This is an optimization exercise on Yosys and OpenROAD, whose aim is small area, a short achievable clock period and few clock cycles per item, not a production implementation. Only simulation tests tie the RTL to the original design; equivalence was not proved. Power figures rest on the tool's default switching activity, not on a simulated workload.

**flow/run.sh**
```bash
#!/bin/bash
# The standard layout, with plain buf_1 cells as the port buffers (every input
# and output port still gets its own buffer; repair may resize them).
set -euo pipefail
bash standard.sh "BUFFER_PORTS_ARGS=-buffer_cell sky130_fd_sc_hd__buf_1" finish > standard_flow.log 2>&1
```
**standard.sh**
```bash
#!/bin/bash
# synth_recipe.tcl (not shown) runs the flow's synth.tcl, then flattens the netlist and writes it again
# the make line also repeats each setting of config.mk as NAME=value (left out here)
make -C /OpenROAD-flow-scripts/flow DESIGN_CONFIG=/design/flow/config.mk WORK_HOME=/design/flow/orfs CLKGATE_MAP_FILE= SYNTH_SCRIPT=/design/flow/synth_recipe.tcl "${@:-finish}"
```
**config.mk**
```make
export PLATFORM = sky130hd
export DESIGN_NAME = xarm_codec_b
export DESIGN_NICKNAME = xarm_codec_b
export VERILOG_FILES = /design/flow/design.v
export SDC_FILE = /design/flow/constraint.sdc
export NUM_CORES = 4
export LEC_CHECK = 0
export CAP_MARGIN = 20
export CORE_MARGIN = 2
export CORE_UTILIZATION = 60
export PLACE_DENSITY = 0.7
export SETUP_SLACK_MARGIN = 2.6
export SLEW_MARGIN = 20
```
**constraint.sdc**
```tcl
create_clock -name core_clock -period 5.0 [get_ports {clk}]
set_input_delay 1.0000 -clock core_clock [delete_from_list [all_inputs] [get_ports {clk}]]
set_output_delay 1.0000 -clock core_clock [all_outputs]
set_load 0.01 [all_outputs]
```
**design.v**
```verilog
module xarm_codec_b (
    input  wire        clk,
    input  wire        rst,
    input  wire        req_valid,
    output wire        req_ready,
    input  wire [7:0]  req_op,
    input  wire [7:0]  req_cmd,
    input  wire [7:0]  req_id,
    input  wire [8:0]  req_len,
    input  wire [15:0] req_a,
    input  wire [15:0] req_b,
    input  wire        in_valid,
    output wire        in_ready,
    input  wire [7:0]  in_data,
    output wire        out_valid,
    input  wire        out_ready,
    output wire [7:0]  out_data,
    output wire        out_last,
    output wire        resp_valid,
    input  wire        resp_ready,
    output wire [7:0]  resp_status,
    output wire [7:0]  resp_arg,
    output wire [15:0] resp_lo,
    output wire [15:0] resp_hi,
    output wire [7:0]  resp_reason,
    output wire [7:0]  resp_byte,
    output wire [7:0]  resp_plen,
    output wire [8:0]  resp_len
);
    localparam [7:0] OP_ENC     = 8'h10;
    localparam [7:0] OP_TEMPLIM = 8'h15;
    localparam [7:0] OP_DEC     = 8'h18;
    localparam [7:0] OP_CHK     = 8'h19;
    localparam [7:0] CMD_MOVE    = 8'd1;
    localparam [7:0] CMD_MOVEW   = 8'd7;
    localparam [7:0] CMD_ID_READ = 8'd14;
    localparam [7:0] CMD_ANGLIM  = 8'd20;
    localparam [7:0] CMD_VINLIM  = 8'd22;
    localparam [7:0] CMD_TEMPLIM = 8'd24;
    localparam [7:0] SIG = 8'h55;
    localparam [1:0] C_ENC = 2'd0;    
    localparam [1:0] C_DEC = 2'd1;
    localparam [1:0] C_CHK = 2'd2;
    localparam [1:0] C_REF = 2'd3;
    localparam I_IDLE   = 0;
    localparam I_GATHER = 1;     
    localparam I_DRAIN  = 2;     
    localparam I_H0     = 3;     
    localparam I_H1     = 4;
    localparam I_H2     = 5;
    localparam I_H3     = 6;
    localparam I_H4     = 7;
    localparam I_PAY    = 8;     
    localparam I_CSUM   = 9;     
    localparam I_RX     = 10;    
    localparam I_FIN    = 11;    
    localparam I_CHECK  = 12;    
    localparam I_CHECK2 = 13;
    localparam NS       = 14;
    localparam [NS-1:0] S_IDLE   = 1 << I_IDLE;
    localparam [NS-1:0] S_GATHER = 1 << I_GATHER;
    localparam [NS-1:0] S_DRAIN  = 1 << I_DRAIN;
    localparam [NS-1:0] S_H0     = 1 << I_H0;
    localparam [NS-1:0] S_PAY    = 1 << I_PAY;
    localparam [NS-1:0] S_CSUM   = 1 << I_CSUM;
    localparam [NS-1:0] S_RX     = 1 << I_RX;
    localparam [NS-1:0] S_FIN    = 1 << I_FIN;
    function [6:0] compares(input [15:0] va, input [15:0] vb);
        compares = {va > 16'd1000, vb > 16'd30000, vb > 16'd1000, va[9:0] > vb[9:0],
                    va < 16'd4500 || va > 16'd12000, vb < 16'd4500 || vb > 16'd12000,
                    va < 16'd50 || va > 16'd100};
    endfunction
    function [4:0] validate(input [3:0] k, input [6:0] c);
        begin
            validate = 5'd0;
            if (k[3]) begin
                if (c[6])      validate = {1'b1, 3'd1, 1'b0};
                else if (c[5]) validate = {1'b1, 3'd2, 1'b0};
            end
            if (k[2]) begin
                if (c[6])      validate = {1'b1, 3'd3, 1'b0};
                else if (c[4]) validate = {1'b1, 3'd4, 1'b0};
                else if (c[3]) validate = {1'b1, 3'd3, 1'b1};    
            end
            if (k[1]) begin
                if (c[2])      validate = {1'b1, 3'd5, 1'b0};
                else if (c[1]) validate = {1'b1, 3'd6, 1'b0};
            end
            if (k[0]) begin
                if (c[0]) validate = {1'b1, 3'd7, 1'b0};
            end
        end
    endfunction
    function [3:0] cmd_kind(input [7:0] c);
        cmd_kind = {(c == CMD_MOVE) || (c == CMD_MOVEW), c == CMD_ANGLIM,
                    c == CMD_VINLIM, c == CMD_TEMPLIM};
    endfunction
    reg [NS-1:0] st;
    reg [1:0]  cls;
    reg [7:0]  cmd;
    reg [7:0]  id;
    reg [8:0]  len;
    reg [15:0] a;           
    reg [15:0] b;
    reg        pass;        
    reg        pay_ok;      
    reg        sig_ok;
    reg [8:0]  cnt;
    reg        lastq;       
    reg        l2q;         
    reg        d_big, d_zero, d_lt2;    
    reg        dpay;        
    reg [7:0]  sum;         
    reg [7:0]  addq;        
    reg        len0;        
    reg        e_br, e_rs3;  
    reg [3:0]  kind;
    reg [6:0]  cmpq;        
    reg        vfail_q;     
    reg        idok, lenok, cmdok;    
    reg [7:0]  fd0;
    reg        fl0;
    reg        ov;
    reg        rv, rvo;
    reg        owed;        
    reg [3:0]  r_st;
    reg        r_s4, r_ff;
    reg [2:0]  r_arg;
    reg        r_f56, r_f7, r_h1000, r_h30000, r_hib;    
    reg        r_rb, r_rs3, r_rs11;
    reg [7:0]  r_byte;
    reg [8:0]  r_len;
    reg        rq_a, rq_c, irq_a, irq_b;
    reg        rq_x, irq_x;    
    wire [NS-1:0] pq_st;
    wire [1:0]    pq_cls;
    wire          pq_typed, pq_pass, pq_payok, pq_ebr, pq_ers3, pq_len1;
    wire [3:0]    pq_kind;
    wire   room        = !ov || out_ready;
    assign req_ready   = rq_x || (rq_c && out_ready);
    assign in_ready    = irq_x || (irq_b && out_ready);
    assign out_valid   = ov;
    assign out_data    = fd0;
    assign out_last    = fl0;
    assign resp_valid  = rvo;
    assign resp_status = {r_ff, r_ff, r_ff, r_s4, r_st};
    assign resp_arg    = {5'd0, r_arg};
    assign resp_reason = {4'd0, r_rs11, 1'b0, r_rs3, r_rb};
    assign resp_byte   = r_byte;
    assign resp_plen   = r_len[7:0];
    assign resp_len    = r_len;
    assign resp_lo     = ({16{r_f56}} & 16'd4500) | ({16{r_f7}} & 16'd50);
    assign resp_hi     = ({16{r_h1000}} & 16'd1000) | ({16{r_h30000}} & 16'd30000) |
                         ({16{r_f56}} & 16'd12000) | ({16{r_f7}} & 16'd100) |
                         ({16{r_hib}} & b);
    wire       typed  = (req_op >= 8'h11) && (req_op <= OP_TEMPLIM);
    wire       tlo    = !req_op[3] && (req_op[2:0] != 3'd0) && (req_op[2:0] <= 3'd5);
    wire [3:0] op_kind = !tlo ? 4'd0 :
                         (req_op[2:0] == 3'd1 || req_op[2:0] == 3'd2) ? 4'b1000 :
                         (req_op[2:0] == 3'd3) ? 4'b0100 :
                         (req_op[2:0] == 3'd4) ? 4'b0010 : 4'b0001;
    wire [3:0] rc_kind = cmd_kind(req_cmd);
    wire       rc_bnd  = |rc_kind;
    wire [4:0] v_now   = validate(kind, cmpq);    
    wire vfail = vfail_q;
    wire qa_gt1000 = (req_a > 16'd1000);
    wire vfail_in = (op_kind[3] && (qa_gt1000 || req_b > 16'd30000)) ||
                    (op_kind[2] && (qa_gt1000 || req_b > 16'd1000 || req_a[9:0] > req_b[9:0])) ||
                    (op_kind[1] && (req_a < 16'd4500 || req_a > 16'd12000 ||
                                    req_b < 16'd4500 || req_b > 16'd12000)) ||
                    (op_kind[0] && (req_a < 16'd50 || req_a > 16'd100));
    reg [NS-1:0] d_state;
    reg [1:0] d_cls;
    reg       d_pass, d_ebr, d_ers3;
    always @(*) begin
        d_state = S_FIN; d_cls = C_REF; d_pass = 1'b0; d_ebr = 1'b0; d_ers3 = 1'b0;
        if (req_op == OP_ENC) begin
            d_cls = C_ENC;
            if (req_len > 9'd252) begin
                d_state = S_DRAIN; d_ebr = 1'b1;
            end else if (rc_bnd) begin
                if (req_len != (rc_kind[0] ? 9'd1 : 9'd4)) begin
                    d_ebr = 1'b1; d_ers3 = 1'b1;
                    d_state = (req_len == 9'd0) ? S_FIN : S_DRAIN;
                end else
                    d_state = S_GATHER;
            end else begin
                d_state = S_H0; d_pass = 1'b1;
            end
        end else if (typed) begin
            d_cls = C_ENC;
            d_state = S_H0;
        end else if (req_op == OP_DEC || req_op == OP_CHK) begin
            d_cls = req_op[0] ? C_CHK : C_DEC;
            d_state = (req_len == 9'd0) ? S_FIN : S_RX;
        end
    end
    wire push_ok = room;
    wire pop     = ov && out_ready;
    wire acc     = req_valid && req_ready;
    wire in_fire = in_valid && in_ready;
    wire nlast   = l2q;                    
    wire nlast2  = (cnt + 9'd3 == len);
    wire [8:0] cnt1 = cnt + 9'd1;
    wire [8:0] len_m3 = len - 9'd3;
    wire [7:0] sum_t = sum + addq;         
    wire from_in = st[I_RX] || (st[I_PAY] && pass);
    wire [7:0] pdata = ({8{st[I_H0] || st[I_H1]}} & SIG) |
                       ({8{st[I_H2]}} & id) |
                       ({8{st[I_H3]}} & (len[7:0] + 8'd3)) |
                       ({8{st[I_H4]}} & cmd) |
                       ({8{st[I_PAY] && !pass}} & a[7:0]) |
                       ({8{st[I_CSUM]}} & ~sum_t) |
                       ({8{from_in}} & in_data);
    wire push = ((st[I_H1] || st[I_H2] || st[I_H3] || st[I_H4] || (st[I_PAY] && !pass)) && push_ok) ||
                (st[I_PAY] && pass && in_fire) ||
                (st[I_CSUM] && push_ok && !rv) ||
                (st[I_RX] && in_fire && dpay);
    wire push_h0 = st[I_H0] && push_ok && !vfail;
    wire push_a  = push || push_h0;
    wire plast = st[I_CSUM] || (st[I_RX] && nlast);
    wire sum_en = (push && (st[I_H2] || st[I_H3] || st[I_H4] || st[I_PAY])) ||
                  (st[I_RX] && in_fire && (cls == C_CHK || cnt >= 9'd2));
    wire done = !rv && (st[I_FIN] || (st[I_CSUM] && push_ok));
    reg [7:0] nst;
    reg [2:0] narg;
    reg       nhib, nrb, nrs3, nrs11;
    always @(*) begin
        nst = 8'h00; narg = 3'd0; nhib = 1'b0; nrb = 1'b0; nrs3 = 1'b0; nrs11 = 1'b0;
        if (st[I_FIN]) begin
            case (cls)
                C_ENC: begin
                    if (e_br) begin
                        nst = 8'h10; nrb = 1'b1; nrs3 = e_rs3;
                    end else if (v_now[4]) begin
                        nst = 8'h01; narg = v_now[3:1]; nhib = v_now[0];
                    end
                end
                C_DEC: begin
                    if (!pay_ok && d_big) begin
                        nst = 8'h10; nrb = 1'b1; nrs3 = 1'b1; nrs11 = 1'b1;
                    end else if (!pay_ok && d_zero)
                        nst = 8'h03;
                    else if ((!pay_ok && d_lt2) || !sig_ok)
                        nst = 8'h05;
                    else if (!pay_ok)
                        nst = 8'h07;
                    else if (addq != ~sum)         
                        nst = 8'h09;
                    else if (cmd != CMD_ID_READ && !idok)
                        nst = 8'h06;
                    else if (!lenok)
                        nst = 8'h07;
                    else if (!cmdok)
                        nst = 8'h08;
                end
                C_CHK: ;
                default: nst = 8'hFF;
            endcase
        end
    end
    reg [NS-1:0] st_n;
    reg [8:0]    cnt_n;
    reg          lastq_n, l2q_n, dpay_n;
    reg [NS-1:0] st_na;     
    always @(*) begin
        st_n    = st;
        cnt_n   = cnt;
        lastq_n = lastq;
        l2q_n   = l2q;
        dpay_n  = dpay;
        if ((st[I_GATHER] || st[I_DRAIN] || st[I_RX]) && in_fire) begin
            cnt_n = cnt1; lastq_n = nlast; l2q_n = nlast2;
        end
        if (st[I_RX] && in_fire)
            dpay_n = pay_ok && (cnt >= 9'd4) && !nlast;
        if (st[I_PAY] && push) begin
            cnt_n = cnt1; lastq_n = nlast; l2q_n = nlast2;
        end
        if (st[I_GATHER] && in_fire && lastq) begin
            st_n[I_GATHER] = 1'b0; st_n[I_CHECK] = 1'b1;
            cnt_n = 9'd0; lastq_n = (len == 9'd1); l2q_n = (len == 9'd2);
        end
        if (st[I_DRAIN] && in_fire && lastq)  begin st_n[I_DRAIN] = 1'b0; st_n[I_FIN] = 1'b1; end
        if (st[I_RX] && in_fire && lastq)     begin st_n[I_RX] = 1'b0; st_n[I_FIN] = 1'b1; end
        if (st[I_CHECK])  begin st_n[I_CHECK] = 1'b0; st_n[I_CHECK2] = 1'b1; end
        if (st[I_CHECK2]) begin st_n[I_CHECK2] = 1'b0; st_n[I_H0] = 1'b1; end
        if (st[I_H0] && vfail) begin st_n[I_H0] = 1'b0; st_n[I_FIN] = 1'b1; end
        if (push_ok) begin
            if (st[I_H0] && !vfail) begin st_n[I_H0] = 1'b0; st_n[I_H1] = 1'b1; end
            if (st[I_H1]) begin st_n[I_H1] = 1'b0; st_n[I_H2] = 1'b1; end
            if (st[I_H2]) begin st_n[I_H2] = 1'b0; st_n[I_H3] = 1'b1; end
            if (st[I_H3]) begin st_n[I_H3] = 1'b0; st_n[I_H4] = 1'b1; end
            if (st[I_H4]) begin
                st_n[I_H4] = 1'b0;
                if (len0) st_n[I_CSUM] = 1'b1; else st_n[I_PAY] = 1'b1;
            end
        end
        if (st[I_PAY] && push && lastq) begin st_n[I_PAY] = 1'b0; st_n[I_CSUM] = 1'b1; end
        if (done) begin st_n[I_CSUM] = 1'b0; st_n[I_FIN] = 1'b0; st_n[I_IDLE] = 1'b1; end
        st_na = st_n;
        if (acc) begin
            st_n    = pq_st;
            cnt_n   = 9'd0;
            lastq_n = pq_len1;
            l2q_n   = !tlo && (req_len == 9'd2);
            dpay_n  = 1'b0;
        end
    end
    wire [8:0] len_n  = !acc ? len : pq_typed ? ((req_op[2:0] == 3'd5) ? 9'd1 : 9'd4) : req_len;
    wire [1:0] cls_n  = acc ? pq_cls : cls;
    wire       pass_n = acc ? pq_pass : pass;
    wire       ov_n   = push_a || (ov && !out_ready);
    wire       ov_x   = push || (ov && !out_ready);       
    wire       rv_n   = done ? 1'b1 : (rvo && resp_ready) ? 1'b0 : rv;
    wire       owed_n = done ? ov_x : pop ? 1'b0 : owed;
    assign pq_kind  = tlo ? op_kind : (!req_op[3] && req_op[2:0] == 3'd0) ? rc_kind : 4'd0;
    assign pq_st    = d_state;
    assign pq_cls   = d_cls;
    assign pq_typed = tlo;
    assign pq_pass  = d_pass;
    assign pq_ebr   = d_ebr;
    assign pq_ers3  = d_ers3;
    assign pq_payok = req_op[3] && !req_op[0] && (req_len >= 9'd6) && (req_len <= 9'd258);
    assign pq_len1  = tlo ? (req_op[2:0] == 3'd5) : (req_len == 9'd1);
    wire fin_take_n = !acc && ((st[I_FIN] && !done) || (st[I_RX] && in_fire && lastq)) &&
                      cls != C_ENC;
    wire rq_a_n  = !acc && !rv_n && (st_na[I_IDLE] || fin_take_n);
    wire rq_c_n  = !acc && !rv_n && st_na[I_CSUM];
    wire acc_inr = (req_op[7:1] == 7'b0001100) && (req_len != 9'd0);
    wire irq_a_n = acc ? acc_inr : (st_na[I_GATHER] || st_na[I_DRAIN] || (st_na[I_RX] && !dpay_n));
    wire irq_b_n = !acc && ((st_na[I_PAY] && pass) || (st_na[I_RX] && dpay_n));
    always @(posedge clk) begin
        if (rst) begin
            st          <= S_IDLE;
            ov          <= 1'b0;
            rv          <= 1'b0;
            rvo         <= 1'b0;
            owed        <= 1'b0;
            rq_a        <= 1'b0;
            rq_c        <= 1'b0;
            irq_a       <= 1'b0;
            irq_b       <= 1'b0;
            rq_x        <= 1'b0;
            irq_x       <= 1'b0;
        end else begin
            st          <= st_n;
            ov          <= ov_n;
            rv          <= rv_n;
            rvo         <= rv_n && !owed_n;
            owed        <= owed_n;
            rq_a        <= rq_a_n;
            rq_c        <= rq_c_n;
            irq_a       <= irq_a_n;
            irq_b       <= irq_b_n;
            rq_x        <= rq_a_n || (rq_c_n && !ov_n);
            irq_x       <= irq_a_n || (irq_b_n && !ov_n);
        end
        if (room) begin
            fd0 <= pdata; fl0 <= plast;
        end
        if (done) begin
            r_st     <= nst[3:0];
            r_s4     <= nst[4];
            r_ff     <= nst[7];
            r_arg    <= narg;
            r_hib    <= nhib;
            r_f56    <= (narg == 3'd5) || (narg == 3'd6);
            r_f7     <= (narg == 3'd7);
            r_h1000  <= (narg == 3'd1 || narg == 3'd3 || narg == 3'd4) && !nhib;
            r_h30000 <= (narg == 3'd2);
            r_rb     <= nrb;
            r_rs3    <= nrs3;
            r_rs11   <= nrs11;
            r_byte   <= (cls == C_DEC) ? a[7:0] : ~sum_t;
            r_len    <= (cls == C_DEC) ? (len - 9'd6) : (len + 9'd6);
        end
        cnt   <= cnt_n;
        lastq <= lastq_n;
        l2q   <= l2q_n;
        dpay  <= dpay_n;
        addq <= sum_en ? pdata : 8'd0;
        sum  <= sum_t;
        if (acc)
            len0 <= !tlo && (req_len == 9'd0);
        cmpq <= compares(a, b);
        if (st[I_CHECK2])
            vfail_q <= v_now[4];
        if (st[I_PAY] && !pass && push) begin
            a <= {b[7:0], a[15:8]};
            b[7:0] <= b[15:8];
        end
        if (in_fire) begin
            if (st[I_GATHER]) begin
                case (cnt[1:0])
                    2'd0:    a       <= {8'd0, in_data};
                    2'd1:    a[15:8] <= in_data;
                    2'd2:    b[7:0]  <= in_data;
                    default: b[15:8] <= in_data;
                endcase
            end
            if (st[I_RX]) begin
                if ((cnt == 9'd0 || cnt == 9'd1) && in_data != SIG)
                    sig_ok <= 1'b0;
                if (cnt == 9'd2) begin
                    a[7:0] <= in_data;
                    idok   <= (in_data == id);
                end
                if (cnt == 9'd3) lenok <= !len_m3[8] && (in_data == len_m3[7:0]);    
                if (cnt == 9'd4) cmdok <= (in_data == cmd);
            end
        end
        if (acc) begin
            id     <= req_id;
            sum    <= 8'd0;
            addq   <= 8'd0;
            sig_ok <= 1'b1;
            a      <= req_a;
            b      <= req_b;
            cls    <= pq_cls;
            pass   <= pq_pass;
            pay_ok <= pq_payok;
            e_br   <= pq_ebr;
            e_rs3  <= pq_ers3;
            kind   <= pq_kind;
            d_big  <= (req_len > 9'd258);
            d_zero <= (req_len == 9'd0);
            d_lt2  <= (req_len < 9'd2);
            vfail_q <= vfail_in;
            cmd    <= pq_typed ? ((req_op[2:0] == 3'd1) ? CMD_MOVE :
                                  (req_op[2:0] == 3'd2) ? CMD_MOVEW :
                                  (req_op[2:0] == 3'd3) ? CMD_ANGLIM :
                                  (req_op[2:0] == 3'd4) ? CMD_VINLIM : CMD_TEMPLIM) : req_cmd;
            len    <= len_n;
        end
    end
endmodule
```
==> impl_summary.log <==
INFO  metric postSynthRegisterBits = 176
INFO  metric timing.critical_path.slowest_cell_delay = 0.19 ns
INFO  metric timing_worst_setup_path_type = input pin to output pin
INFO  metric startpoint_type = input pin
INFO  metric power_density_normalized_to_cell_area = 344 mW/mm²
INFO  metric largest_family_of_logic_cells_by_synthesized_area = simple AND/OR/NAND/NOR gates
INFO  metric layout_worst_path_cycle_share = 48.8%
INFO  metric worst_slew_margin_rel = 40.7%
INFO  metric min_period = 2.44 ns
INFO  metric layout.cells.most_common_list = buf_1 (134), edfxtp_1 (96), nor2_1 (95)
INFO  metric count_of_antenna_violating_nets_left_after_detailed_routing = 0
INFO  metric cp_slowest_cell = a21o_1
INFO  metric irDropWorstVdd = about 0.00027 V
INFO  metric synth_xor_area_share = 5.32%
INFO  metric vias = 9,839
INFO  metric critical_path.cell_chain = buf_8 -> a21o_1 -> buf_6
INFO  metric cts_made_buffers = 17
INFO  metric antenna_cells_inserted = 0
INFO  metric fin_area = 0.0124 mm²
INFO  metric syn-mean-instance-area = roughly 9.2 µm²
INFO  metric tritoncts = yes
INFO  metric global_route.usage.total = 33.9%
INFO  metric detailedPlacementHpwl = between 20 and 25 mm
INFO  metric insertion_delay_to_the_later_sink_of_the_worst_skew_pair = 0.45 ns
INFO  metric tightestPinTransition = 0.889 ns
INFO  metric drive_above_1_share = 11.2%
INFO  metric dpl.cell_count = around 1,500
INFO  metric run_status = timing/DRC/antenna clean
INFO  metric hold_viol = 0
INFO  metric grt_pass1_vias = 8,542
INFO  metric chipHeight = 138 µm
INFO  metric number_of_synthesis_warnings = 1
INFO  metric grt_overflow_total = 0
INFO  metric drt_wl_total = approximately 32 mm
INFO  metric unrepaired_setup_endpoints_after_global_routing = yes
INFO  metric asyncSetResetFlopFracSynth = 0%
INFO  metric grt_antenna_before_repair = 0
INFO  metric place.gp.congestion = roughly 0.97
INFO  metric final_max_slew_viol_count = 0
INFO  metric pin_count_of_the_biggest_net_entering_global_routing = 58
INFO  metric cp.required = 4.00 ns
INFO  metric count_of_flip_flops_with_a_built_in_enable_after_synthesis = 96
INFO  metric path_max_fanout = 4
INFO  metric netlist-cell-type-count = between 70 and 80
INFO  metric num-nets-final = approximately 1,400
INFO  metric critical_path.n_buffers_inverters = 2
INFO  metric max_freq = 410 MHz
INFO  metric top_level_ports = 173
INFO  metric final_cells = about 1,500
INFO  metric cts.sink_count = 176
INFO  metric postSynth.topFlopCell = edfxtp_1
INFO  metric family_with_the_most_delay_on_the_worst_path = buffers and inverters
INFO  metric drcViolationCount = 0
INFO  metric maxCapViolations = 0
INFO  metric h_tree_depth_reported_by_cts = 4
INFO  metric post_synth_simple_gate_area = between 15 and 20%
INFO  metric timing.hold.worst_path_depth = 2
INFO  metric worstPathArrival = roughly 1.4 ns
INFO  metric setup_viol_count_final = 0
INFO  metric cts_buffer_depth = 2
INFO  metric area_delta_synth_final = 15.6%
INFO  metric adder_cell_share_of_the_synthesized_area = 5.05%
INFO  metric p_leak = 4.66 nW
INFO  metric post_synthesis_sequential_area_ratio = a little over two fifths
INFO  metric die_area = 0.0189 mm²
INFO  metric std_cell_rows = 48
INFO  metric grt_first_pass_wirelength = 48.3 mm
INFO  metric mostFrequentLayoutCell = buf_1
INFO  metric worst-r2r-setup-slack = about 2.7 ns
INFO  metric coreArea = 0.0174 mm²
INFO  metric first_pass_iters = 6
INFO  metric crit_cells = 3
INFO  metric placement.cell_area = 0.0112 mm²
INFO  metric floorplan.initialDensity = between 60% and 70%
INFO  metric path_clk_slew = 0.06 ns
INFO  metric dr.first_iter.drc_count = 1,062
INFO  metric rr_worst_depth = 8
INFO  metric worst_clock_skew = 0.0119 ns
INFO  metric totalNegativeSetupSlack = 0 ns
INFO  metric area_fraction_in_compound_gates_after_synthesis = 19.3%
INFO  metric clock_tree.root_cell = clkbuf_16
INFO  metric dieWidth = 138 µm
INFO  metric post_cts_hold_buffer_count = 0
INFO  metric numPortBuffers = ~150
INFO  metric via_per_inst = 6.40
INFO  metric holdCritPathClass = flip-flop to flip-flop
INFO  metric post_synth_mux_area_share = around 1.9%
INFO  metric avg_wl_per_cell = 20.7 µm
INFO  metric critical_path.endpoint_type = output pin
INFO  metric synthesis.instances = 1,162
INFO  metric synth_area = approximately 0.011 mm²
where the power goes:
group	leakage [nW]	internal, mW	switching (mW)	total, mW
Sequential	1.56	1.71	0.259	1.97
Combinational	2.81	0.372	0.513	0.885
Clock	0.294	0.795	0.600	1.40
Total	4.66	2.88	1.37	4.25
worst paths after layout:
kind	from	end
min reg2reg	sig_ok$_SDFFE_PP1P_	sig_ok$_SDFFE_PP1P_
max reg2reg	cnt[0]$_SDFFE_PP0P_	l2q$_DFFE_PP_
max	out_ready	in_ready
min	sig_ok$_SDFFE_PP1P_	sig_ok$_SDFFE_PP1P_
worst reg2reg max path, delay by kind of cell, from the launching register on:
kind	cells	cell delay, ns
AO/OA/AOI/OAI	3	0.85
flip-flops	1	0.42
AND/OR/NAND/NOR	2	0.33
adder cells (fa/ha/maj)	1	0.24
XOR/XNOR	1	0.20
buffers and inverters	1	0.10
kinds of logic after synthesis:
kind of cell    Yosys count
compound gates          297
flops                   176
buf+inv                 155
other cells               1
xor+xnor                 65
fa+ha+maj                42
mux                      20
simple gates            406
cell type report:
cell class | instances | area [µm²]
multi-input combinational | 849 | 5740
fill | 1382 | 4980
sequential | 176 | 4490
timing repair buffer | 197 | 1010
clock buffer | 18 | 429
tap | 225 | 282
inverter | 59 | 239
clock inverter | 14 | 179
Yosys cell counts, drive strengths merged, types with 4 or more instances:
cell type / number / area (µm²)
a2111oi: 5 / 62.6
a211o: 6 / 52.6
a211oi: 12 / 90.1
a21o: 21 / 158
a21oi: 72 / 360
a221o: 6 / 60.1
a221oi: 14 / 123
a22oi: 11 / 82.6
a311o: 4 / 40.0
a31oi: 12 / 75.1
and2: 22 / 138
and3: 13 / 81.3
buf: 55 / 380
clkbuf: 41 / 154
dfxtp: 80 / 1600
edfxtp: 96 / 2880
ha: 40 / 500
inv: 57 / 214
mux2i: 20 / 200
nand2: 88 / 333
nand2b: 7 / 43.8
nand3: 30 / 150
nand3b: 8 / 60.1
nand4: 22 / 138
nor2: 98 / 375
nor2b: 17 / 106
nor3: 40 / 200
nor3b: 5 / 37.5
nor4: 19 / 119
nor4b: 5 / 43.8
o2111ai: 9 / 78.8
o211ai: 10 / 75.1
o21a: 8 / 60.1
o21ai: 47 / 235
o21bai: 6 / 45.0
o221ai: 10 / 87.6
o22ai: 4 / 31.3
o31ai: 8 / 60.1
o41ai: 5 / 43.8
or2: 4 / 25.0
or3: 9 / 56.3
or4: 7 / 60.1
xnor2: 53 / 464
xor2: 12 / 105
metrics by stage:
step                worst slack, ns  hold WS (ns)  util (%)  power, mW
floorplan                      2.40         0.393         -       2.50
global placement               1.77         0.452      64.7       2.78
detailed placement             1.66         0.460      64.7       2.79
CTS                            2.55         0.469      69.5       4.19
global route                   2.53         0.469      71.3       4.42
finish                         2.56         0.466      71.3       4.25
sequential cells by signal (all words and copies together), names as in the netlist, 8 cells and up:
name    flops
r_byte      8
len         9
r_len       9
st         14
fd0         8
addq        8
sum         8
b          16
cnt         9
a          16
cmd         8
id          8
metal layers:
metal / vias to the layer above / global-route usage, % / wire length [µm] / share of wire [%]
li1: 4539 / - / - / -
met1: 4614 / 48.9 / 13500 / 42
met2: 606 / 50.1 / 13700 / 43
met3: 80 / 7.40 / 3610 / 11
met4: 0 / 12.2 / 1000 / 3.1
met5: - / 0 / 0 / 0
repair_timing:
| item | in CTS | in global routing |
|---|---|---|
| resized for setup | 41 | 38 |
| buffers inserted | 15 | 24 |
| pin swaps | 11 | 11 |
| setup endpoints to repair | 98 | 53 |
| cloned | 0 | 0 |
Testbench counts, summed over its fixed seeds: cycles 27,536, items 3,200.

port drivers added, routing unchanged:
How much do the figures lean on ideal ports? The routed layout below was timed once more, with nothing changed but the port constraints.
Step 1: set_driving_cell puts a clkbuf_16 on clk and a buf_2 on each other input, an assumption about the parent block.
Step 2, shift: input delay + t, output delay - t, t = (earliest + latest rising clock arrival at the registers) / 2. This alone moves slack from input paths to output paths.
Three values: no drivers, after step 1, after step 2; two values: the first two.
shift t [ns]: 0.487
setup WS [ns]: 2.560 / 2.516 / 2.121
worst setup path after step 2: input to register
worst data-port slew with drivers (ns): 0.06
pins driven straight from the clock port: 1
After both steps setup and hold are still met in this run. For this run, drivers alone change the setup slack by -0.044 ns; drivers and shift together by -0.439 ns.
